Source: an optimization exercise on an open RTL-to-GDS flow (aim: small area, a short achievable clock period and few clock cycles per item). Production flows keep margins and buffers that such runs may drop.
Function was checked by simulation only, so behaviour that the tests miss may differ from the original.

## flow/design.v (module list and top-level ports; edited modules follow where they fit)
// module fp_unpack: 18 lines
// module fp_half: 14 lines
// module fp_add: 137 lines
// module fp_wscale: 63 lines
// module fp_mul: 72 lines
// module mul_csa_i: 3766 lines
// module mul_csa: 3619 lines
// module tap_mix: 120 lines
module tap_mix (
    input  wire        clk,
    input  wire        rst,
    input  wire        in_valid,
    output reg         in_ready,
    input  wire [31:0] a,
    input  wire [31:0] b,
    input  wire [31:0] frac,
    input  wire [31:0] x,
    input  wire [31:0] dw,
    output reg         out_valid,
    input  wire        out_ready,
    output reg  [31:0] y
);
  // ...
==> flow/flow/run.sh <==
#!/bin/bash
set -euo pipefail
LIB=$FLOW_HOME/platforms/sky130hd/lib/sky130_fd_sc_hd__tt_025C_1v80.lib
YOSYS=$FLOW_HOME/../tools/install/yosys/bin/yosys
R=orfs/results/sky130hd/tap_mix/base

bash standard.sh synth > log_1_synth.txt 2>&1
cp $R/1_2_yosys.v synth_standard.v

python3 flow/invopt.py synth_standard.v resynth_in.v > log_2_invopt.txt 2>&1
python3 flow/libfunc.py $LIB resynth_cells.v sky130_fd_sc_hd__fa_1 sky130_fd_sc_hd__conb_1 > log_3_libfunc.txt 2>&1
printf 'set_driving_cell sky130_fd_sc_hd__buf_1\nset_load 5\n' > abc.constr
sed -e "s#@LIB@#$LIB#g" -e "s#@TOP@#$FLOW_TOP#g" flow/resynth.ys > resynth.ys
$YOSYS -s resynth.ys > log_4_resynth.txt 2>&1
cp resynth_out.v $R/1_2_yosys.v

bash standard.sh finish SETUP_SLACK_MARGIN=90.8 SKIP_GATE_CLONING=1 \
    'BUFFER_PORTS_ARGS=-buffer_cell sky130_fd_sc_hd__buf_2' > log_5_finish.txt 2>&1
==> flow/flow/abc_resynth.script <==
strash
dch
map -B 0.9
topo
stime -c
buffer -c
upsize -c
dnsize -c
==> flow/flow/invopt.py <==
#!/usr/bin/env python3
"""Remove inverters around full adders in a flat Yosys netlist of sky130hd cells.

A full adder is self-dual: FA(~a, ~b, ~c) = (~sum, ~cout).  Each full adder may
be flipped (its input nets replaced by their complements and its outputs read
as complements); a greedy search picks the flips that need the fewest
inverters, then every inverter is rebuilt: one inv_1 per signal that some
consumer needs inverted.

usage: invopt.py IN.v OUT.v
"""
import re
import sys
from collections import defaultdict

OUTPINS = {"X", "Y", "Q", "Q_N", "SUM", "COUT", "HI", "LO"}
INV_RE = re.compile(r"sky130_fd_sc_hd__(clk)?inv_\d+$")
FA = "sky130_fd_sc_hd__fa_1"

src = open(sys.argv[1]).read()
m = re.search(r"\bmodule\s+(\S+)\s*\((.*?)\);", src, re.S)
body_start = m.end()
end = src.rindex("endmodule")
body = src[body_start:end]

cell_re = re.compile(r"^\s*(sky130_fd_sc_hd__\w+)\s+(\S+)\s*\((.*?)\);", re.S | re.M)
pin_re = re.compile(r"\.(\w+)\(\s*([^()]*?)\s*\)")
decls = []
cells = []
pos = 0
for cm in cell_re.finditer(body):
    decls.append(body[pos:cm.start()])
    pos = cm.end()
    typ, name, pins = cm.group(1), cm.group(2), cm.group(3)
    cells.append([typ, name, dict(pin_re.findall(pins))])
tail = body[pos:]
pre = "".join(decls)

# ports
ports_out = set()
ports_in = set()
for d in re.finditer(r"^\s*(input|output)\s+(\[\d+:\d+\]\s+)?(\S+);", pre, re.M):
    kind, rng, nm = d.group(1), d.group(2), d.group(3)
    bits = [nm]
    if rng:
        hi, lo = map(int, re.findall(r"\d+", rng))
        bits = [f"{nm}[{i}]" for i in range(lo, hi + 1)]
    (ports_out if kind == "output" else ports_in).update(bits)

driver = {}
loads = defaultdict(list)
for ci, (typ, name, pins) in enumerate(cells):
    for p, n in pins.items():
        if not n:
            continue
        if p in OUTPINS:
            driver[n] = (ci, p)
        else:
            loads[n].append((ci, p))

is_inv = [bool(INV_RE.match(c[0])) for c in cells]


def base_of(net):
    """(base net, parity) following inverters back to a non-inverter driver."""
    par = 0
    while net in driver and is_inv[driver[net][0]]:
        ci = driver[net][0]
        net = cells[ci][2]["A"]
        par ^= 1
    return net, par


# consumers of each base signal: (kind, ref, parity)
#  kind 'pin': (cell index, pin) of a non-inverter cell; kind 'port': output port name
cons = defaultdict(list)
for ci, (typ, name, pins) in enumerate(cells):
    if is_inv[ci]:
        continue
    for p, n in pins.items():
        if p in OUTPINS or not n or n.startswith("1'"):
            continue
        b, par = base_of(n)
        cons[b].append(("pin", (ci, p), par))
for po in ports_out:
    b, par = base_of(po)
    cons[b].append(("port", po, par))

fa_cells = [ci for ci, c in enumerate(cells) if c[0] == FA]
flip = defaultdict(int)
# which FA drives a base signal
drv_fa = {}
for ci in fa_cells:
    for p in ("SUM", "COUT"):
        n = cells[ci][2].get(p)
        if n:
            drv_fa[n] = ci
# signals touched by an FA
fa_sig = defaultdict(set)
for b, lst in cons.items():
    for kind, ref, par in lst:
        if kind == "pin" and cells[ref[0]][0] == FA:
            fa_sig[ref[0]].add(b)
for n, ci in drv_fa.items():
    fa_sig[ci].add(n)


def eff(b, kind, ref, par):
    e = par
    if kind == "pin" and cells[ref[0]][0] == FA:
        e ^= flip[ref[0]]
    if b in drv_fa:
        e ^= flip[drv_fa[b]]
    return e


def cost(b):
    return 1 if any(eff(b, k, r, p) for k, r, p in cons[b]) else 0


before = sum(cost(b) for b in cons)
improved = True
rounds = 0
while improved and rounds < 50:
    improved = False
    rounds += 1
    for ci in fa_cells:
        sigs = fa_sig[ci]
        c0 = sum(cost(b) for b in sigs)
        flip[ci] ^= 1
        c1 = sum(cost(b) for b in sigs)
        if c1 < c0:
            improved = True
        else:
            flip[ci] ^= 1
after = sum(cost(b) for b in cons)
nflip = sum(flip[ci] for ci in fa_cells)
old_inv = sum(is_inv)
sys.stderr.write(f"inverters: {old_inv} in netlist, {before} needed as is, {after} after flipping {nflip} full adders\n")

# rebuild
newcells = []
inv_net = {}
extra_wires = []
cnt = [0]
for ci, c in enumerate(cells):
    if not is_inv[ci]:
        newcells.append([c[0], c[1], dict(c[2])])
idx = {}
for k, c in enumerate(newcells):
    idx[c[1]] = k
port_inv = {}
for b, lst in cons.items():
    neg = [(k, r) for k, r, p in lst if eff(b, k, r, p)]
    pos = [(k, r) for k, r, p in lst if not eff(b, k, r, p)]
    if not neg:
        # positive consumers connect to b
        for k, r in pos:
            if k == "pin":
                ci, p = r
                newcells[idx[cells[ci][1]]][2][p] = b
        continue
    # one inverter: output net is a port name if a negative consumer is a port
    pnames = [r for k, r in neg if k == "port"]
    if pnames:
        out = pnames[0]
    else:
        cnt[0] += 1
        out = f"_invopt{cnt[0]}_"
        extra_wires.append(out)
    newcells.append(["sky130_fd_sc_hd__inv_1", f"_invopt_c{cnt[0]}_{len(newcells)}", {"A": b, "Y": out}])
    for k, r in neg:
        if k == "pin":
            ci, p = r
            newcells[idx[cells[ci][1]]][2][p] = out
        elif r != out:
            # another port wants the same inverted signal
            newcells.append(["sky130_fd_sc_hd__buf_1", f"_invopt_b{len(newcells)}", {"A": out, "X": r}])
    for k, r in pos:
        if k == "pin":
            ci, p = r
            newcells[idx[cells[ci][1]]][2][p] = b
        elif r != b:
            newcells.append(["sky130_fd_sc_hd__buf_1", f"_invopt_b{len(newcells)}", {"A": b, "X": r}])
# flipped FAs: outputs are complements, inputs already rewired via eff(); nothing else to do

out = [src[:body_start]]
out.append(pre)
for w in extra_wires:
    out.append(f"  wire {w};\n")
for typ, name, pins in newcells:
    pl = ",\n".join(f"    .{p}({n}{' ' if n.startswith(chr(92)) else ''})" for p, n in pins.items())
    out.append(f"  {typ} {name} (\n{pl}\n  );\n")
out.append(tail)
out.append(src[end:])
open(sys.argv[2], "w").write("".join(out))
==> flow/flow/libfunc.py <==
#!/usr/bin/env python3
"""Write Verilog models of the combinational cells of a Liberty file (from
their 'function' attributes), except the cells named on the command line.
usage: libfunc.py LIB OUT.v [keep-cell ...]"""
import re, sys
lib, outp, keep = sys.argv[1], sys.argv[2], set(sys.argv[3:])
s = open(lib).read()
parts = re.split(r'\n\s*cell\s*\(\s*"?([\w]+)"?\s*\)\s*\{', s)
out = []
for i in range(1, len(parts), 2):
    name, body = parts[i], parts[i + 1]
    if name in keep or re.search(r'\n\s*(ff|latch|statetable)\s*\(', body):
        continue
    pins = re.findall(r'\n\s*pin\s*\(\s*"?(\w+)"?\s*\)\s*\{(.*?)\n\s*\}', body, re.S)
    ins, outs = [], []
    for pn, pb in pins:
        d = re.search(r'direction\s*:\s*"?(\w+)"?', pb)
        if not d: continue
        if d.group(1) == 'input': ins.append(pn)
        elif d.group(1) == 'output':
            f = re.search(r'function\s*:\s*"([^"]*)"', pb)
            if f: outs.append((pn, f.group(1)))
    if not outs: continue
    def conv(f):
        f = f.replace('!', '~').replace('*', '&').replace('+', '|')
        f = re.sub(r'(?<=[\w)])\s+(?=[\w(~])', ' & ', f)   # implicit AND
        return f
    ports = ins + [o for o, _ in outs]
    out.append(f"module {name} ({', '.join(ports)});")
    for p in ins: out.append(f"  input {p};")
    for o, f in outs: out.append(f"  output {o};\n  assign {o} = {conv(f)};")
    out.append("endmodule")
open(outp, 'w').write('\n'.join(out) + '\n')
==> flow/flow/resynth.ys <==
# Re-map the combinational logic of the standard synthesis.  The
# flip-flops and full adders stay the cells the standard synthesis chose
# (with their names); every other cell is read back as its logic function
# (resynth_cells.v) and mapped again by ABC with flow/abc_resynth.script.
read_liberty -lib @LIB@
read_verilog -overwrite resynth_cells.v
read_verilog resynth_in.v
hierarchy -top @TOP@
flatten
opt_clean -purge
techmap
opt -fast
abc -script flow/abc_resynth.script -liberty @LIB@ -dont_use sky130_fd_sc_hd__probe_p_8 -dont_use sky130_fd_sc_hd__probec_p_8 -dont_use sky130_fd_sc_hd__lpflow_bleeder_1 -dont_use sky130_fd_sc_hd__lpflow_clkbufkapwr_1 -dont_use sky130_fd_sc_hd__lpflow_clkbufkapwr_16 -dont_use sky130_fd_sc_hd__lpflow_clkbufkapwr_2 -dont_use sky130_fd_sc_hd__lpflow_clkbufkapwr_4 -dont_use sky130_fd_sc_hd__lpflow_clkbufkapwr_8 -dont_use sky130_fd_sc_hd__lpflow_clkinvkapwr_1 -dont_use sky130_fd_sc_hd__lpflow_clkinvkapwr_16 -dont_use sky130_fd_sc_hd__lpflow_clkinvkapwr_2 -dont_use sky130_fd_sc_hd__lpflow_clkinvkapwr_4 -dont_use sky130_fd_sc_hd__lpflow_clkinvkapwr_8 -dont_use sky130_fd_sc_hd__lpflow_decapkapwr_12 -dont_use sky130_fd_sc_hd__lpflow_decapkapwr_3 -dont_use sky130_fd_sc_hd__lpflow_decapkapwr_4 -dont_use sky130_fd_sc_hd__lpflow_decapkapwr_6 -dont_use sky130_fd_sc_hd__lpflow_decapkapwr_8 -dont_use sky130_fd_sc_hd__lpflow_inputiso0n_1 -dont_use sky130_fd_sc_hd__lpflow_inputiso0p_1 -dont_use sky130_fd_sc_hd__lpflow_inputiso1n_1 -dont_use sky130_fd_sc_hd__lpflow_inputiso1p_1 -dont_use sky130_fd_sc_hd__lpflow_inputisolatch_1 -dont_use sky130_fd_sc_hd__lpflow_isobufsrc_1 -dont_use sky130_fd_sc_hd__lpflow_isobufsrc_16 -dont_use sky130_fd_sc_hd__lpflow_isobufsrc_2 -dont_use sky130_fd_sc_hd__lpflow_isobufsrc_4 -dont_use sky130_fd_sc_hd__lpflow_isobufsrc_8 -dont_use sky130_fd_sc_hd__lpflow_isobufsrckapwr_16 -dont_use sky130_fd_sc_hd__lpflow_lsbuf_lh_hl_isowell_tap_1 -dont_use sky130_fd_sc_hd__lpflow_lsbuf_lh_hl_isowell_tap_2 -dont_use sky130_fd_sc_hd__lpflow_lsbuf_lh_hl_isowell_tap_4 -dont_use sky130_fd_sc_hd__lpflow_lsbuf_lh_isowell_4 -dont_use sky130_fd_sc_hd__lpflow_lsbuf_lh_isowell_tap_1 -dont_use sky130_fd_sc_hd__lpflow_lsbuf_lh_isowell_tap_2 -dont_use sky130_fd_sc_hd__lpflow_lsbuf_lh_isowell_tap_4 -dont_use sky130_fd_sc_hd__fill_1 -dont_use sky130_fd_sc_hd__fill_2 -dont_use sky130_fd_sc_hd__fill_4 -dont_use sky130_fd_sc_hd__fill_8  -constr abc.constr
opt_clean -purge
hierarchy -top @TOP@
read_liberty -lib -overwrite @LIB@
hilomap -singleton -hicell sky130_fd_sc_hd__conb_1 HI -locell sky130_fd_sc_hd__conb_1 LO
splitnets
opt_clean -purge
insbuf -buf sky130_fd_sc_hd__buf_4 A X
check -assert
stat -liberty @LIB@
write_verilog -noattr -nohex -nodec resynth_out.v
==> flow/standard.sh <==
#!/bin/bash
# synth_recipe.tcl (not shown) runs the flow's synth.tcl, then flattens the netlist and writes it again
# the make line also repeats each setting of config.mk as NAME=value (left out here)
make -C /OpenROAD-flow-scripts/flow DESIGN_CONFIG=/design/flow/config.mk WORK_HOME=/design/flow/orfs CLKGATE_MAP_FILE= SYNTH_SCRIPT=/design/flow/synth_recipe.tcl "${@:-finish}"
==> flow/config.mk <==
export PLATFORM = sky130hd
export DESIGN_NAME = tap_mix
export DESIGN_NICKNAME = tap_mix
export VERILOG_FILES = /design/flow/design.v
export SDC_FILE = /design/flow/constraint.sdc
export NUM_CORES = 8
export LEC_CHECK = 0
export ABC_AREA = 1
export CAP_MARGIN = 20
export CORE_MARGIN = 2
export CORE_UTILIZATION = 55
export SLEW_MARGIN = 20
==> flow/constraint.sdc <==
create_clock -name core_clock -period 115.0 [get_ports {clk}]
set_input_delay 23.0000 -clock core_clock [delete_from_list [all_inputs] [get_ports {clk}]]
set_output_delay 23.0000 -clock core_clock [all_outputs]
set_load 0.01 [all_outputs]
==> impl_metrics.env, run 1 <==
export IMPL_outcome="no timing/DRC/antenna violations"
export IMPL_layout_drive_gt1_share_pct=10.78
export IMPL_multi_input_gates=13484
export IMPL_hold_ws_ps=320.1
export IMPL_cts_num_sinks=533
export IMPL_setup_worst_path_start="y[28]"
export IMPL_mostFrequentLayoutCells="4058 x nand2_1, 2334 x inv_1, 1597 x nor2_1"
export IMPL_grt_usage_pct=38.03
export IMPL_antenna_found_initial=8
export IMPL_final_cell_area_mm2=0.1151
export IMPL_n_all_buffers=415
export IMPL_post_route_drc_count=0
export IMPL_hold_buffers=0
export IMPL_firstDrtPassIters=10
export IMPL_critPathMaxFanout=1
export IMPL_r2r_end="r2[12]"
export IMPL_place_area_mm2=0.1126
export IMPL_hold_class="register to register"
export IMPL_netlist_area_mm2=0.1110
export IMPL_routed_wl_met3_um=45460
export IMPL_preCtsSetupSlack_ps=90710
export IMPL_nClkBuffers=73
export IMPL_drv_cap=0
Testbench counts, summed over its fixed seeds: cycles 12,032, items 12,000.
==> run 2, diff against run 1 <==
--- a/flow/flow/run.sh
+++ b/flow/flow/run.sh
@@ -14,5 +14,5 @@
 $YOSYS -s resynth.ys > log_4_resynth.txt 2>&1
 cp resynth_out.v $R/1_2_yosys.v
 
-bash standard.sh finish SETUP_SLACK_MARGIN=90.8 SKIP_GATE_CLONING=1 \
+bash standard.sh finish SETUP_SLACK_MARGIN=89 SKIP_GATE_CLONING=1 \
     'BUFFER_PORTS_ARGS=-buffer_cell sky130_fd_sc_hd__buf_2' > log_5_finish.txt 2>&1
==> flow/flow/abc_resynth.script (replaced) <==
strash
dc2
dch -f
map -B 0.9
topo
stime -c
==> run 2 against run 1 <==
Against the previous run:
- still clean
- first-iteration DRC count decreased by 8.6%
- maximum frequency is essentially flat
- register-to-register slack got worse by 1200 ps
- critical path depth is the same
- global-route usage grew 1.7 points
- utilization increased by 2.9 points
- clock-buffer cell count fell by 4
- die area fell by 10%
- clock skew down 48 ps
- synthesized cell count down 7.6%
- largest cell class unchanged
==> impl_metrics.env, run 2 <==
export IMPL_outcome="no timing/DRC/antenna violations"
export IMPL_finalHoldViolCount=0
export IMPL_syn_avg_cell_area_um2=6.209
export IMPL_final_common_cell="nand2_1"
export IMPL_grt_max_degree=109
export IMPL_syn_nets=16982
export IMPL_core_area_mm2=0.1790
export IMPL_firstDrtPassIters=9
export IMPL_rsz0062_at_grt="false"
export IMPL_slew_viol_final=0
export IMPL_clock_path_buffers=3
export IMPL_critPathMaxFanout=1
export IMPL_path_buf_inv=1
export IMPL_mostFrequentLayoutCells="4343 x nand2_1, 2406 x clkinv_1, 1731 x nor2_1"
export IMPL_finalSetupTns_ps=0
export IMPL_htree_levels=2
export IMPL_min_path_cells=0
export IMPL_wl_um=378600
export IMPL_viasPerCell=6.000
export IMPL_wl_per_cell_um=19.97
export IMPL_fin_util_pct=60.42
export IMPL_ys_warn_count=6
export IMPL_portBuffers=197
export IMPL_hold_class="register to register"
export IMPL_post_route_min_period_ps=24290
export IMPL_antenna_found_initial=16
export IMPL_num_vias=113733
export IMPL_critPathCaptureType="primary output"
export IMPL_netlist_area_mm2=0.09932
export IMPL_initial_core_util_pct=55.49
export IMPL_grt_pass1_wl_um=587200
export IMPL_crit_required_ps=92000
export IMPL_cts_tree="done"
export IMPL_post_route_drc_count=0
export IMPL_slew_headroom_pct=15.96
export IMPL_worstPathArrival_ps=1290
export IMPL_die_area_mm2=0.1840
export IMPL_worstSkewPairLatency_ps=740
export IMPL_synthCells=15997
export IMPL_grt_pass1_vias=104804
export IMPL_fmax_ghz=0.04117
export IMPL_crit_cells=1
export IMPL_die_w_um=429.0
export IMPL_drt_initial_drc_count=12892
export IMPL_final_setup_skew_ps=33.79
export IMPL_die_y_um=429.0
export IMPL_cts_num_sinks=533
export IMPL_setup_viol=0
export IMPL_critPathLaunchType="register"
export IMPL_ios=198
export IMPL_layout_drive_gt1_share_pct=5.768
export IMPL_worstPathCellList="buf_2"
export IMPL_critPathKind="register to primary output"
export IMPL_root_buffer="clkbuf_16"
export IMPL_path_clk_slew_ps=60
export IMPL_place_congestion=1.065
export IMPL_fin_nets=17531
export IMPL_syn_to_final_growth_pct=8.895
export IMPL_crit_slowest_cell="edfxtp_1"
export IMPL_cts_buffers_inserted=57
export IMPL_slowest_delay_ps=400
export IMPL_tightest_slew_ps=1247
export IMPL_row_count=155
export IMPL_hpwlAfterDp_um=294200
export IMPL_grt_usage_pct=39.69
export IMPL_timing_final_crit_share_pct=21.12
export IMPL_n_fill_cell=18265
export IMPL_grt_ovfl_total=0
export IMPL_path_delay_family="flip-flops"
export IMPL_reg2regPathDepth=141
export IMPL_final_antenna_net_count=0
export IMPL_drv_cap=0
## run 2: routing by layer
metal  part of all wire (%)  vias to the layer above  wire length [um]  track usage, %
li1                       -                    54126                 -               -
met1                     41                    51672            155600           53.48
met2                     42                     6512            157600           59.98
met3                     11                     1411             42440           8.793
met4                    6.0                       12             22860           19.59
met5                  0.031                        -               116               0
## run 2: layout make-up
cell class	instances	area, um2	share of cell area [%]
diodes	8	20.02	0.01851
repair buffers	490	3291	3.043
well taps	2355	2947	2.724
inverters	2442	9280	8.580
multi-input cells	13022	78330	72.42
clock inverters	36	503.0	0.4651
flip-flops and latches	533	12280	11.36
clock buffers	69	1501	1.388
## run 2: timing repair
item,CTS,global route
endpoints found under the setup margin,63,96
pin swaps,0,11
buffers inserted,0,51
gates resized for setup,14,127
endpoints found under the hold margin,0,0
hold buffers,0,0
## run 2: path summary, 6_finish.rpt
kind	start	endpoint	slack [ps]
max	y[24]	y[24]	90710
min reg2reg	r2[1]	r3[1]	320
min	r2[1]	r3[1]	320
max reg2reg	a2[28]	w3[8]	91250
## run 2: metrics by stage
stage	hold WS, ps	area (um2)	std cells	setup WS, ps
2_1_floorplan	309.6	99320	15997	89310
3_3_place_gp	310.5	105200	18789	87830
3_5_place_dp	312.1	105200	18789	87880
4_1_cts	322.4	107300	18894	89010
5_1_grt	327.5	108100	18949	88940
6_report	320.5	108200	18955	90710
==> run 3, diff against run 2 <==
--- a/flow/flow/run.sh
+++ b/flow/flow/run.sh
@@ -14,5 +14,5 @@
 $YOSYS -s resynth.ys > log_4_resynth.txt 2>&1
 cp resynth_out.v $R/1_2_yosys.v
 
-bash standard.sh finish SETUP_SLACK_MARGIN=89 SKIP_GATE_CLONING=1 \
+bash standard.sh finish SETUP_SLACK_MARGIN=90.3 SKIP_GATE_CLONING=1 \
     'BUFFER_PORTS_ARGS=-buffer_cell sky130_fd_sc_hd__buf_2' > log_5_finish.txt 2>&1
==> run 3 against run 2 <==
Against the previous run:
- worst setup slack worse by 30 ps
- first-iteration DRC count up 3.6%
- wire length is 0.82% higher
- critical path type unchanged
- critical endpoint is now y[29]
- clock skew is 13 ps higher
- final cell count hardly changed
- non-clock buffer count grew 5
- register-to-register slack better by 1100 ps
- flip-flop and latch count is the same
- sequential share of layout area about the same
- worst hold slack worse by 4.6 ps
- utilization up 0.25 points
==> impl_metrics.env, run 3 <==
export IMPL_wl_um=381700
export IMPL_antenna_found_initial=16
export IMPL_place_area_mm2=0.1052
export IMPL_initial_core_util_pct=55.49
export IMPL_setup_worst_path_start="y[29]"
export IMPL_final_cell_area_mm2=0.1086
export IMPL_syn_avg_cell_area_um2=6.209
export IMPL_instances_no_fill=18968
export IMPL_slowest_delay_ps=430
export IMPL_path_delay_family="flip-flops"
export IMPL_cts_buffers_inserted=59
export IMPL_drt_initial_drc_count=13361
export IMPL_fin_nets=17538
export IMPL_cp_endpoint="y[29]"
export IMPL_finalHoldViolCount=0
export IMPL_crit_required_ps=92000
export IMPL_layout_drive_gt1_share_pct=6.294
export IMPL_cts_num_sinks=533
export IMPL_tightest_slew_ps=1287
export IMPL_reg2regPathDepth=151
export IMPL_grt_pass1_vias=104632
export IMPL_grt_max_degree=116
export IMPL_final_common_cell="nand2_1"
export IMPL_outcome="no timing/DRC/antenna violations"
export IMPL_finalSetupTns_ps=0
export IMPL_drv_cap=0
export IMPL_reg2reg_slack_ps=92380
export IMPL_hpwlAfterDp_um=296600
export IMPL_die_w_um=429.0
export IMPL_post_route_min_period_ps=24320
export IMPL_htree_levels=2
export IMPL_clock_path_buffers=3
export IMPL_worstPathCellList="buf_2"
export IMPL_crit_slowest_cell="edfxtp_1"
export IMPL_root_buffer="clkbuf_16"
export IMPL_die_area_mm2=0.1840
export IMPL_timing_final_crit_share_pct=21.15
export IMPL_synthCells=15997
export IMPL_critPathMaxFanout=1
export IMPL_post_route_drc_count=0
export IMPL_syn_to_final_growth_pct=9.338
export IMPL_final_antenna_net_count=0
export IMPL_path_buf_inv=1
export IMPL_grt_usage_pct=40.05
export IMPL_r2r_end="p2[6]"
export IMPL_slew_headroom_pct=13.30
export IMPL_hold_buffers=0
export IMPL_fmax_ghz=0.04112
export IMPL_critPathCaptureType="primary output"
export IMPL_netlist_area_mm2=0.09932
export IMPL_hold_class="register to register"
export IMPL_worstSkewPairLatency_ps=740
export IMPL_dpl_cell_count=18791
export IMPL_die_y_um=429.0
export IMPL_rsz0062_at_grt="false"
export IMPL_ys_warn_count=6
export IMPL_firstDrtPassIters=8
export IMPL_preCtsSetupSlack_ps=87960
export IMPL_place_congestion=1.064
export IMPL_crit_cells=1
export IMPL_wl_per_cell_um=20.12
export IMPL_grt_ovfl_total=0
export IMPL_final_setup_skew_ps=46.65
export IMPL_mostFrequentLayoutCells="4327 x nand2_1, 2392 x clkinv_1, 1702 x nor2_1"
export IMPL_timing_rr_start="a1[22]"
export IMPL_viasPerCell=6.004
export IMPL_syn_nets=16982
export IMPL_critPathLaunchType="register"
export IMPL_num_vias=113880
export IMPL_portBuffers=197
export IMPL_path_clk_slew_ps=90
export IMPL_ios=198
export IMPL_critPathKind="register to primary output"
export IMPL_grt_pass1_wl_um=591200
export IMPL_core_area_mm2=0.1790
export IMPL_setup_viol=0
export IMPL_setup_ws_ps=90680
export IMPL_row_count=155
export IMPL_slew_viol_final=0
export IMPL_cts_tree="done"
export IMPL_worstPathArrival_ps=1320
[run 3: metal layers]
metal,vias up,track usage (%),share of wire (%)
met5,-,0,0.0060
met4,4,19.54,5.9
met3,1340,8.595,11
met2,6635,60.50,42
met1,51744,54.25,41
li1,54157,-,-
[run 3: how the worst min path moves through the flow]
stage / depth (start not counted) / startpoint / to / slack, ps
6_report: 0 / r2[5] / r3[5] / 320
5_1_grt: 0 / r2[12] / r3[12] / 330
4_1_cts: 0 / r2[5] / r3[5] / 320
3_5_place_dp: 0 / r2[10] / r3[10] / 310
3_3_place_gp: 0 / r2[26] / r3[26] / 310
2_1_floorplan: 0 / r2[0] / r3[0] / 310
[run 3: repair_timing]
| item | in CTS | in global routing |
|---|---|---|
| pin swaps | 1 | 18 |
| endpoints found under the setup margin | 96 | 125 |
| endpoints found under the hold margin | 0 | 0 |
| resized for setup | 50 | 236 |
| setup buffers | 2 | 54 |
[run 3: worst register-to-register path: cells and delay by family (launching register included)]
family          cells  cell delay [ps]
buf+inv            22             3560
flops               1              400
xor+xnor            2              290
fa+ha+maj           6             2940
compound gates     11             1850
simple gates      110            13400
[run 3: area by class of cell]
| type | count | area (um2) |
|---|---|---|
| Antenna cell | 11 | 27.53 |
| Multi-Input combinational cell | 13022 | 78690 |
| Tap cell | 2355 | 2947 |
| Sequential cell | 533 | 12290 |
| Clock inverter | 43 | 449.2 |
| Inverter | 2442 | 9315 |
| Fill cell | 18101 | 70410 |
| Timing Repair Buffer | 495 | 3361 |
| Clock buffer | 67 | 1516 |
[run 3: per-stage QoR]
step	util (%)	hold slack, ps
5_1_grt	60.66	329.0
2_1_floorplan	-	309.6
3_5_place_dp	58.79	312.1
3_3_place_gp	58.79	310.0
6_report	60.67	315.9
4_1_cts	59.97	320.6
==> run 4, diff against run 3 <==
--- a/flow/flow/run.sh
+++ b/flow/flow/run.sh
@@ -14,5 +14,5 @@
 $YOSYS -s resynth.ys > log_4_resynth.txt 2>&1
 cp resynth_out.v $R/1_2_yosys.v
 
-bash standard.sh finish SETUP_SLACK_MARGIN=90.3 SKIP_GATE_CLONING=1 \
+bash standard.sh finish SETUP_SLACK_MARGIN=88 SKIP_GATE_CLONING=1 \
     'BUFFER_PORTS_ARGS=-buffer_cell sky130_fd_sc_hd__buf_2' > log_5_finish.txt 2>&1
==> flow/flow/abc_resynth.script (replaced) <==
strash
dch -f
amap
topo
stime -c
buffer -c -N 8
upsize -c -D 19000
dnsize -c -D 19000
stime -c
==> run 4 against run 3 <==
Against the previous run:
- still clean on timing, DRC and antenna
- via count increased by 5.1%
- synthesized cell count shrank 7.1%
- register-to-register slack got worse by 5300 ps
- worst setup slack worse by 3600 ps
- final cell count is 8.7% lower
- sequential share of layout area shrank 0.26 points
- largest cell class unchanged
- highest routed layer unchanged
==> impl_metrics.env, run 4 <==
export IMPL_portBuffers=197
export IMPL_path_clk_slew_ps=70
export IMPL_finalHoldViolCount=0
export IMPL_worstSkewPairLatency_ps=780
export IMPL_hpwlAfterDp_um=301100
export IMPL_grt_max_degree=86
export IMPL_post_route_drc_count=0
export IMPL_hold_buffers=0
export IMPL_final_antenna_net_count=0
export IMPL_slew_viol_final=0
export IMPL_cts_tree="done"
export IMPL_slew_headroom_pct=20.71
export IMPL_fmax_ghz=0.03581
export IMPL_cts_num_sinks=533
export IMPL_gr_usage_met1_pct=53.93
export IMPL_firstDrtPassIters=15
export IMPL_clock_path_buffers=3
export IMPL_mostFrequentLayoutCells="2434 x nor2_1, 1577 x o22ai_1, 1543 x nand2_1"
export IMPL_netlist_area_mm2=0.09661
export IMPL_n_fill_cell=15538
export IMPL_grt_ovfl_total=0
export IMPL_seq_area_mm2=0.01233
export IMPL_die_w_um=423.1
export IMPL_final_cell_area_mm2=0.1114
export IMPL_timing_final_crit_share_pct=24.28
export IMPL_grt_pass1_vias=110709
export IMPL_outcome="no timing/DRC/antenna violations"
export IMPL_ys_warn_count=6
export IMPL_syn_to_final_growth_pct=15.34
export IMPL_critPathCaptureType="register"
export IMPL_syn_nets=15849
export IMPL_syn_avg_cell_area_um2=6.500
export IMPL_drt_initial_drc_count=18515
export IMPL_place_area_mm2=0.09790
export IMPL_tightest_slew_ps=1177
export IMPL_crit_slowest_cell="fa_1"
export IMPL_root_buffer="clkbuf_16"
export IMPL_final_setup_skew_ps=103.5
export IMPL_critPathKind="register to register"
export IMPL_slowest_delay_ps=580
export IMPL_cts_buffers_inserted=60
export IMPL_final_common_cell="nor2_1"
export IMPL_core_area_mm2=0.1742
export IMPL_finalSetupTns_ps=0
export IMPL_num_vias=119701
export IMPL_synthCells=14864
export IMPL_drv_cap=0
export IMPL_rsz0062_at_grt="true"
export IMPL_use_met3_pct=14.09
export IMPL_multi_input_area_mm2=0.07882
export IMPL_layout_drive_gt1_share_pct=17.26
export IMPL_place_congestion=1.081
export IMPL_fin_nets=15924
export IMPL_hold_class="register to register"
export IMPL_row_count=153
export IMPL_die_y_um=423.1
export IMPL_setup_viol=0
export IMPL_critPathLaunchType="register"
export IMPL_wl_um=426500
export IMPL_die_area_mm2=0.1790
export IMPL_antenna_found_initial=13
export IMPL_grt_usage_pct=44.30
export IMPL_worstPathArrival_ps=28510
export IMPL_use_met2_pct=67.96
export IMPL_initial_core_util_pct=55.46
export IMPL_top_usage_layer="met2"
export IMPL_crit_required_ps=115580
export IMPL_viasPerCell=6.910
export IMPL_grt_pass1_wl_um=633400
export IMPL_post_route_min_period_ps=27920
export IMPL_wl_per_cell_um=24.62
export IMPL_ios=198
export IMPL_critPathMaxFanout=8
export IMPL_htree_levels=2
[run 4: final cells by class]
cell class                      instances  area share, %
Clock buffer                           78          1.541
Multi-Input combinational cell      11729          70.73
Antenna cell                           10        0.02246
Timing Repair Buffer                 1168          8.283
Inverter                             1447          5.290
Tap cell                             2325          2.611
Sequential cell                       533          11.06
Clock inverter                         34         0.4559
[run 4: timing repair]
action                                  CTS  global route
endpoints found under the setup margin   96            96
resized for setup                       614           840
buffers inserted                        381           309
hold endpoints to repair                  0             0
pin swaps                               157           388
[run 4: through the flow]
stage	hold slack, ps	utilization (%)	instances	setup WS [ps]
5_1_grt	328.0	63.95	17315	86050
6_report	322.3	63.96	17324	87080
3_5_place_dp	312.1	56.20	16510	81210
4_1_cts	325.6	60.66	17003	87940
2_1_floorplan	309.6	-	14864	88680
3_3_place_gp	309.6	56.19	16510	81420
[run 4: worst paths after layout]
kind	start	endpoint	slack [ps]	cells past startpoint
hold / removal	r2[8]	r3[8]	320	0
setup reg to reg	a1[1]	p2[12]	87080	175
setup / recovery	a1[1]	p2[12]	87080	175
hold reg to reg	r2[8]	r3[8]	320	0
[run 4: critical path, delay by kind of cell (launching register included)]
kind | cells | cell delay, ps
XOR/XNOR | 1 | 180
flip-flops | 1 | 470
buffers and inverters | 27 | 2950
adder cells (fa/ha/maj) | 4 | 1980
AND/OR/NAND/NOR | 71 | 10840
AO/OA/AOI/OAI | 72 | 11150
[run 4: per-layer routing]
metal | wire (um) | vias to the layer above | part of all wire (%)
li1 | - | 52929 | -
met1 | 150700 | 54838 | 35
met2 | 181700 | 9282 | 43
met3 | 58730 | 2636 | 14
met4 | 35140 | 16 | 8.2
met5 | 199 | - | 0.047
==> run 5, diff against run 4 <==
--- a/flow/flow/run.sh
+++ b/flow/flow/run.sh
@@ -14,5 +14,5 @@
 $YOSYS -s resynth.ys > log_4_resynth.txt 2>&1
 cp resynth_out.v $R/1_2_yosys.v
 
-bash standard.sh finish SETUP_SLACK_MARGIN=88 SKIP_GATE_CLONING=1 \
+bash standard.sh finish SETUP_SLACK_MARGIN=89.5 SKIP_GATE_CLONING=1 \
     'BUFFER_PORTS_ARGS=-buffer_cell sky130_fd_sc_hd__buf_2' > log_5_finish.txt 2>&1
==> flow/flow/abc_resynth.script (replaced) <==
strash
dc2
dch -f
map -B 0.9
topo
stime -c
--- a/flow/config.mk
+++ b/flow/config.mk
@@ -8,5 +8,5 @@
 export ABC_AREA = 1
 export CAP_MARGIN = 20
 export CORE_MARGIN = 2
-export CORE_UTILIZATION = 55
+export CORE_UTILIZATION = 62
 export SLEW_MARGIN = 20
==> run 5 against run 4 <==
Against the previous run:
- still clean
- sequential share of layout area grew 0.35 points
- global-route usage grew 0.41 points
- first-iteration DRC count shrank 11%
- register-to-register slack gained 4300 ps
- maximum frequency grew 15%
- via count shrank 2.9%
- worst setup slack gained 3600 ps
- clock skew shrank 79 ps
- critical endpoint is now y[28]
- largest cell class unchanged
==> impl_metrics.env, run 5 <==
export IMPL_outcome="no timing/DRC/antenna violations"
export IMPL_final_setup_skew_ps=24.94
export IMPL_hold_ws_ps=326.0
export IMPL_mostFrequentLayoutCells="4333 x nand2_1, 2408 x clkinv_1, 1716 x nor2_1"
export IMPL_syn_nets=16982
export IMPL_portBuffers=197
export IMPL_fin_nets=17517
export IMPL_clock_path_buffers=3
export IMPL_reg2regPathDepth=148
export IMPL_final_antenna_net_count=0
export IMPL_grt_ovfl_total=0
export IMPL_setup_ws_ps=90690
export IMPL_hold_buffers=0
export IMPL_fmax_ghz=0.04114
export IMPL_viasPerCell=6.231
export IMPL_slew_viol_final=0
export IMPL_drv_cap=0
export IMPL_min_path_cells=0
export IMPL_antenna_found_initial=8
export IMPL_finalHoldViolCount=0
export IMPL_r2r_end="p2[12]"
export IMPL_row_count=146
export IMPL_crit_slowest_cell="edfxtp_1"
export IMPL_num_vias=116198
export IMPL_syn_to_final_growth_pct=8.459
export IMPL_grt_max_degree=109
export IMPL_preCtsSetupSlack_ps=87720
export IMPL_path_delay_family="flip-flops"
export IMPL_worstPathCellList="buf_2"
export IMPL_netlist_area_mm2=0.09932
export IMPL_critPathLaunchType="register"
export IMPL_layout_drive_gt1_share_pct=5.882
export IMPL_hold_class="register to register"
export IMPL_cts_num_sinks=533
export IMPL_slew_headroom_pct=12.46
export IMPL_worstPathArrival_ps=1310
export IMPL_cts_tree="done"
export IMPL_grt_usage_pct=44.71
export IMPL_place_area_mm2=0.1048
export IMPL_setup_viol=0
export IMPL_root_buffer="clkbuf_16"
export IMPL_core_area_mm2=0.1587
export IMPL_finalSetupTns_ps=0
export IMPL_timing_final_crit_share_pct=21.14
export IMPL_crit_required_ps=92000
export IMPL_wl_um=377600
export IMPL_cts_buffers_inserted=57
export IMPL_min_from="r2[31]"
export IMPL_rsz0062_at_grt="false"
export IMPL_firstDrtPassIters=11
export IMPL_die_area_mm2=0.1634
export IMPL_path_buf_inv=1
export IMPL_post_route_min_period_ps=24310
export IMPL_synthCells=15997
export IMPL_critPathCaptureType="primary output"
export IMPL_critPathMaxFanout=1
export IMPL_min_to="r3[31]"
export IMPL_wl_per_cell_um=20.25
export IMPL_hpwlAfterDp_um=290200
export IMPL_grt_pass1_wl_um=582600
export IMPL_worstSkewPairLatency_ps=730
export IMPL_initial_core_util_pct=62.57
export IMPL_post_route_drc_count=0
export IMPL_ios=198
export IMPL_n_fill_cell=14992
export IMPL_slowest_delay_ps=420
export IMPL_ys_warn_count=6
export IMPL_die_y_um=404.2
export IMPL_die_w_um=404.2
export IMPL_critPathKind="register to primary output"
export IMPL_place_congestion=1.206
export IMPL_final_cell_area_mm2=0.1077
export IMPL_grt_pass1_vias=105932
export IMPL_path_clk_slew_ps=60
export IMPL_final_common_cell="nand2_1"
export IMPL_tightest_slew_ps=1308
export IMPL_drt_initial_drc_count=16390
export IMPL_timing_rr_start="a1[5]"
export IMPL_htree_levels=2
export IMPL_reg2reg_slack_ps=91390
export IMPL_syn_avg_cell_area_um2=6.209
==> run 5: cell count changes in the layout (fill, tap and decap cells not counted), sizes merged, moves of 866 or more <==
cell and change:
xor2 +1025, inv -1375, nor2 -877, clkinv +2413, o22ai -866, nand2 +2755
==> run 5: worst max path at each step <==
stage                     startpoint     end  cells past startpoint
after floorplan            out_ready   qn[0]                      5
after global placement        a2[28]   w3[4]                    137
after detailed placement      d1[24]  r2[19]                    142
after CTS                     a1[24]  p2[17]                    141
after global routing          a2[28]  w3[12]                    152
final                          y[28]   y[28]                      1
==> run 5: metrics by stage <==
step	cells	utilization [%]
after floorplan	15997	-
after global placement	18495	66.00
after detailed placement	18495	66.00
after CTS	18599	67.24
after global routing	18648	67.86
final	18649	67.86
==> run 5: per-layer routing <==
layer	global-route usage, %	up-vias	routed length (um)
met2	64.13	8232	150100
met4	22.19	20	23780
met1	59.94	52088	146800
li1	-	54122	-
met5	0.2379	-	267
met3	14.91	1736	56630
==> run 5: area by class of cell <==
type	instances	area [um2]	share of cell area [%]
clock buffer	70	1526	1.417
antenna	1	2.502	0.002323
clock inverter	33	369.1	0.3426
sequential	533	12290	11.41
inverter	2442	9276	8.611
timing repair buffer	476	3159	2.933
multi-input combinational	13022	78500	72.88
tap	2072	2592	2.407
==> run 5: what timing repair did <==
item	4_1_cts	5_1_grt
hold endpoints to repair	0	0
setup endpoints to repair	86	114
pin swaps	1	13
setup buffers	1	49
resized for setup	28	179
==> run 6, diff against run 5 <==
--- a/flow/flow/run.sh
+++ b/flow/flow/run.sh
@@ -14,5 +14,4 @@
 $YOSYS -s resynth.ys > log_4_resynth.txt 2>&1
 cp resynth_out.v $R/1_2_yosys.v
 
-bash standard.sh finish SETUP_SLACK_MARGIN=89.5 SKIP_GATE_CLONING=1 \
-    'BUFFER_PORTS_ARGS=-buffer_cell sky130_fd_sc_hd__buf_2' > log_5_finish.txt 2>&1
+bash standard.sh finish SETUP_SLACK_MARGIN=90 SKIP_GATE_CLONING=1 > log_5_finish.txt 2>&1
==> flow/flow/abc_resynth.script (replaced) <==
strash
dch -f
amap
topo
stime -c
--- a/flow/flow/resynth.ys
+++ b/flow/flow/resynth.ys
@@ -1,4 +1,4 @@
-# Re-map the combinational logic of the standard synthesis.  The
+# Re-map the combinational logic of the standard synthesis for area.  The
 # flip-flops and full adders stay the cells the standard synthesis chose
 # (with their names); every other cell is read back as its logic function
 # (resynth_cells.v) and mapped again by ABC with flow/abc_resynth.script.
--- a/flow/config.mk
+++ b/flow/config.mk
@@ -8,5 +8,5 @@
 export ABC_AREA = 1
 export CAP_MARGIN = 20
 export CORE_MARGIN = 2
-export CORE_UTILIZATION = 62
+export CORE_UTILIZATION = 40
 export SLEW_MARGIN = 20
==> run 6 against run 5 <==
Against the previous run:
- die area up 40%
- first-iteration DRC count down 9.5%
- final area up 9.3%
- worst hold slack worse by 1.9 ps
- area after synthesis down 9.1%
- still clean
- register-to-register slack worse by 4200 ps
==> impl_metrics.env, run 6 <==
export IMPL_firstDrtPassIters=9
export IMPL_critPathMaxFanout=7
export IMPL_htree_levels=2
export IMPL_ios=198
export IMPL_fmax_ghz=0.03594
export IMPL_drt_initial_drc_count=14841
export IMPL_final_antenna_net_count=0
export IMPL_mostFrequentLayoutCells="2388 x nor2_1, 1537 x o22ai_1, 1533 x nand2_1"
export IMPL_path_delay_family="compound AO/OA/AOI/OAI gates"
export IMPL_crit_slowest_cell="a222oi_1"
export IMPL_root_buffer="clkbuf_16"
export IMPL_syn_to_final_growth_pct=30.40
export IMPL_min_from="r2[27]"
export IMPL_die_y_um=479.1
export IMPL_drv_cap=0
export IMPL_worstSkewPairLatency_ps=730
export IMPL_final_setup_skew_ps=42.12
export IMPL_ys_warn_count=6
export IMPL_row_count=174
export IMPL_crit_top_cell="nor2_4"
export IMPL_worstPathArrival_ps=28450
export IMPL_min_to="r3[27]"
export IMPL_core_area_mm2=0.2247
export IMPL_min_path_cells=0
export IMPL_path_buf_inv=29
export IMPL_place_congestion=0.9980
export IMPL_rsz0062_at_grt="true"
export IMPL_layout_drive_gt1_share_pct=18.55
export IMPL_hpwlAfterDp_um=298000
export IMPL_setup_viol=0
export IMPL_viasPerCell=6.304
export IMPL_crit_required_ps=115630
export IMPL_antenna_found_initial=14
export IMPL_syn_nets=14694
export IMPL_synthCells=13709
export IMPL_hold_class="register to register"
export IMPL_post_route_min_period_ps=27820
export IMPL_grt_usage_pct=34.75
export IMPL_cts_buffers_inserted=58
export IMPL_grt_pass1_vias=106511
export IMPL_path_clk_slew_ps=70
export IMPL_die_w_um=479.1
export IMPL_final_cell_area_mm2=0.1177
export IMPL_portBuffers=197
export IMPL_critPathLaunchType="register"
export IMPL_grt_ovfl_total=0
export IMPL_cts_num_sinks=533
export IMPL_wl_um=421400
export IMPL_initial_core_util_pct=40.19
export IMPL_critPathKind="register to register"
export IMPL_netlist_area_mm2=0.09029
export IMPL_place_area_mm2=0.1008
export IMPL_n_fill_cell=22147
export IMPL_finalSetupTns_ps=0
export IMPL_finalHoldViolCount=0
export IMPL_num_vias=115455
export IMPL_outcome="no timing/DRC/antenna violations"
export IMPL_fin_nets=16249
export IMPL_syn_avg_cell_area_um2=6.586
export IMPL_tightest_slew_ps=1355
export IMPL_post_route_drc_count=0
export IMPL_slew_headroom_pct=9.376
export IMPL_grt_max_degree=82
export IMPL_r2r_end="p2[2]"
export IMPL_die_area_mm2=0.2295
export IMPL_timing_final_crit_share_pct=24.19
export IMPL_grt_pass1_wl_um=634200
export IMPL_final_common_cell="nor2_1"
export IMPL_cts_tree="done"
export IMPL_slew_viol_final=0
export IMPL_wl_per_cell_um=23.01
export IMPL_reg2reg_slack_ps=87180
export IMPL_clock_path_buffers=3
export IMPL_timing_rr_start="a1[9]"
export IMPL_critPathCaptureType="register"
export IMPL_slowest_delay_ps=660
export IMPL_reg2regPathDepth=176
-- run 6: how the worst max path moves through the flow --
stage	start	endpoint	slack (ps)	cells past startpoint
CTS	b1[14]	p2[5]	87520	169
finish	a1[9]	p2[2]	87180	176
global placement	a1[30]	p2[5]	82130	162
global route	a1[11]	p2[2]	85620	180
floorplan	a1[14]	p2[5]	86950	164
detailed placement	a1[30]	p2[5]	81750	166
-- run 6: layout make-up --
class / count / area, um2 / area share, %
antenna: 11 / 27.53 / 0.02338
sequential: 533 / 12360 / 10.50
clock buffer: 82 / 1613 / 1.370
timing repair buffer: 1495 / 12890 / 10.95
inverter: 1447 / 6295 / 5.347
multi-input combinational: 11729 / 80470 / 68.35
tap: 2992 / 3744 / 3.180
clock inverter: 26 / 330.3 / 0.2806
-- run 6: timing repair --
| item | 4_1_cts | 5_1_grt |
|---|---|---|
| cloned | 0 | 0 |
| endpoints found under the setup margin | 96 | 98 |
| buffers inserted | 775 | 265 |
| hold buffers | 0 | 0 |
| pin swaps | 402 | 451 |
| gates resized for setup | 954 | 757 |
-- run 6: per-stage QoR --
step | worst slack [ps] | hold slack [ps] | utilization [%] | cells
after global routing | 85620 | 330.5 | 52.40 | 18313
after global placement | 82130 | 311.0 | 44.87 | 17155
after detailed placement | 81750 | 312.1 | 44.87 | 17155
after CTS | 87520 | 326.2 | 50.18 | 18038
final | 87180 | 324.2 | 52.40 | 18315
after floorplan | 86950 | 309.6 | - | 13709
-- run 6: worst register-to-register path: cells and delay by family (launching register included) --
kind,cells,cell delay [ps]
flops,1,380
compound gates,75,11500
xor+xnor,1,110
buf+inv,29,3290
fa+ha+maj,5,2370
simple gates,66,10090
-- run 6: layer usage --
metal	wire length (um)	track usage [%]
met5	11	0
met1	172100	47.58
met4	25340	17.03
met2	179900	52.74
met3	44140	6.019
==> run 7, diff against run 6 <==
==> flow/flow/abc_resynth.script (replaced) <==
strash
dch -f
amap
topo
stime -c
buffer -c -N 8
upsize -c -D 19000
dnsize -c -D 19000
stime -c
==> run 7 against run 6 <==
Against the previous run:
- flip-flop and latch count unchanged
- largest cell class unchanged
- final cell count increased by 1.2%
- clock-buffer cell count decreased by 9
- worst setup slack improved by 630 ps
- still clean
==> impl_metrics.env, run 7 <==
export IMPL_grt_max_degree=73
export IMPL_ys_warn_count=6
export IMPL_netlist_area_mm2=0.09661
export IMPL_hold_buffers=0
export IMPL_final_antenna_net_count=0
export IMPL_fin_nets=16269
export IMPL_die_area_mm2=0.2455
export IMPL_worstSkewPairLatency_ps=760
export IMPL_syn_to_final_growth_pct=22.26
export IMPL_initial_core_util_pct=40.20
export IMPL_critPathCaptureType="register"
export IMPL_grt_usage_pct=32.58
export IMPL_path_delay_family="compound AO/OA/AOI/OAI gates"
export IMPL_syn_avg_cell_area_um2=6.500
export IMPL_hold_class="register to register"
export IMPL_slew_headroom_pct=21.83
export IMPL_finalHoldViolCount=0
export IMPL_outcome="no timing/DRC/antenna violations"
export IMPL_crit_slowest_cell="fa_2"
export IMPL_rsz0062_at_grt="true"
export IMPL_crit_top_cell="nand2_2"
export IMPL_place_congestion=0.9932
export IMPL_grt_pass1_vias=106136
export IMPL_timing_final_crit_share_pct=23.65
export IMPL_syn_nets=15849
export IMPL_tightest_slew_ps=1167
export IMPL_final_common_cell="nor2_1"
export IMPL_wl_per_cell_um=22.84
export IMPL_mostFrequentLayoutCells="2384 x nor2_1, 1535 x o22ai_1, 1525 x nand2_1"
export IMPL_preCtsSetupSlack_ps=81900
export IMPL_num_vias=115575
export IMPL_drv_cap=0
export IMPL_cts_num_sinks=533
export IMPL_critPathMaxFanout=16
export IMPL_critPathKind="register to register"
export IMPL_synthCells=14864
export IMPL_path_buf_inv=31
export IMPL_critPathLaunchType="register"
export IMPL_setup_viol=0
export IMPL_die_y_um=495.5
export IMPL_setup_ws_ps=87810
export IMPL_wl_um=423200
export IMPL_grt_pass1_wl_um=632900
export IMPL_worstPathArrival_ps=27860
export IMPL_slew_viol_final=0
export IMPL_post_route_min_period_ps=27190
export IMPL_finalSetupTns_ps=0
export IMPL_hold_ws_ps=317.1
export IMPL_ios=198
export IMPL_firstDrtPassIters=7
export IMPL_clock_path_buffers=3
export IMPL_layout_drive_gt1_share_pct=19.73
export IMPL_final_setup_skew_ps=47.61
export IMPL_post_route_drc_count=0
export IMPL_row_count=180
export IMPL_htree_levels=2
export IMPL_path_clk_slew_ps=60
export IMPL_viasPerCell=6.237
export IMPL_cts_tree="done"
export IMPL_instances_no_fill=18530
export IMPL_dpl_cell_count=17400
export IMPL_fmax_ghz=0.03678
export IMPL_core_area_mm2=0.2403
export IMPL_antenna_found_initial=17
export IMPL_hpwlAfterDp_um=299100
export IMPL_die_w_um=495.5
export IMPL_root_buffer="clkbuf_16"
export IMPL_crit_required_ps=115670
export IMPL_drt_initial_drc_count=14156
export IMPL_grt_ovfl_total=0
export IMPL_cts_buffers_inserted=61
export IMPL_slowest_delay_ps=610
export IMPL_portBuffers=197
## run 7: final timing paths
kind,from,endpoint,slack [ps],cells past startpoint
max reg2reg,a1[10],p2[17],87810,168
min,r2[30],r3[30],320,0
min reg2reg,r2[30],r3[30],320,0
max,a1[10],p2[17],87810,168
## run 7: what timing repair did
item | in CTS | in global routing
resized for setup | 1079 | 920
buffers inserted | 731 | 274
gates cloned | 0 | 0
hold endpoints to repair | 0 | 0
pin swaps | 371 | 500
endpoints found under the setup margin | 96 | 96
## run 7: cell type report
cell class,instances,area [um2]
Multi-Input combinational cell,11729,80530
Fill cell,23550,122200
Tap cell,3185,3985
Timing Repair Buffer,1512,13230
Inverter,1447,5828
Antenna cell,11,27.53
Clock buffer,73,1602
Sequential cell,533,12360
Clock inverter,40,558.0
## run 7: routing by layer
metal / routed length (um) / track usage [%] / part of all wire (%)
met1: 170700 / 43.45 / 40
met2: 184700 / 50.82 / 44
met3: 43740 / 6.011 / 10
met4: 23990 / 15.23 / 5.7
met5: 46 / 0 / 0.011
## run 7: stage by stage
stage / util (%) / area (um2)
floorplan: - / 96670
global placement: 41.74 / 100300
detailed placement: 41.75 / 100300
CTS: 46.78 / 112400
global route: 49.15 / 118100
finish: 49.15 / 118100

[static timing again, ports no longer ideal]
No port has a modelled driver above. Below, the same layouts with a new extraction and two added sets of constraints. Step 1, drivers: a clkbuf_16 drives clk and a buf_2 each remaining input, both assumed. Step 2 also shifts input and output timing later by t, the mid clock arrival at the registers, as if the neighbouring blocks saw the same clock. a / b / c = ideal / step 1 / step 2; a / b = the first two.
run | shift t [ns] | setup slack, ns | worst setup path at the end | cell pins on the clock port's net
run 1 | 0.807 | 90.729 / 90.641 / 90.652 | input to register | 1
run 2 | 0.806 | 90.713 / 90.625 / 90.554 | input to register | 1
run 3 | 0.810 | 90.682 / 90.593 / 90.444 | input to register | 1
run 4 | 0.830 | 87.075 / 87.075 / 87.075 | register to register | 1
run 5 | 0.803 | 90.692 / 90.602 / 90.497 | input to register | 1
run 6 | 0.782 | 87.179 / 87.179 / 87.179 | register to register | 1
run 7 | 0.821 | 87.808 / 87.808 / 87.808 | register to register | 1
After both steps every run listed still meets setup and hold. For run 3, which loses most, drivers alone change the setup slack by -0.089 ns; drivers and shift together by -0.238 ns.
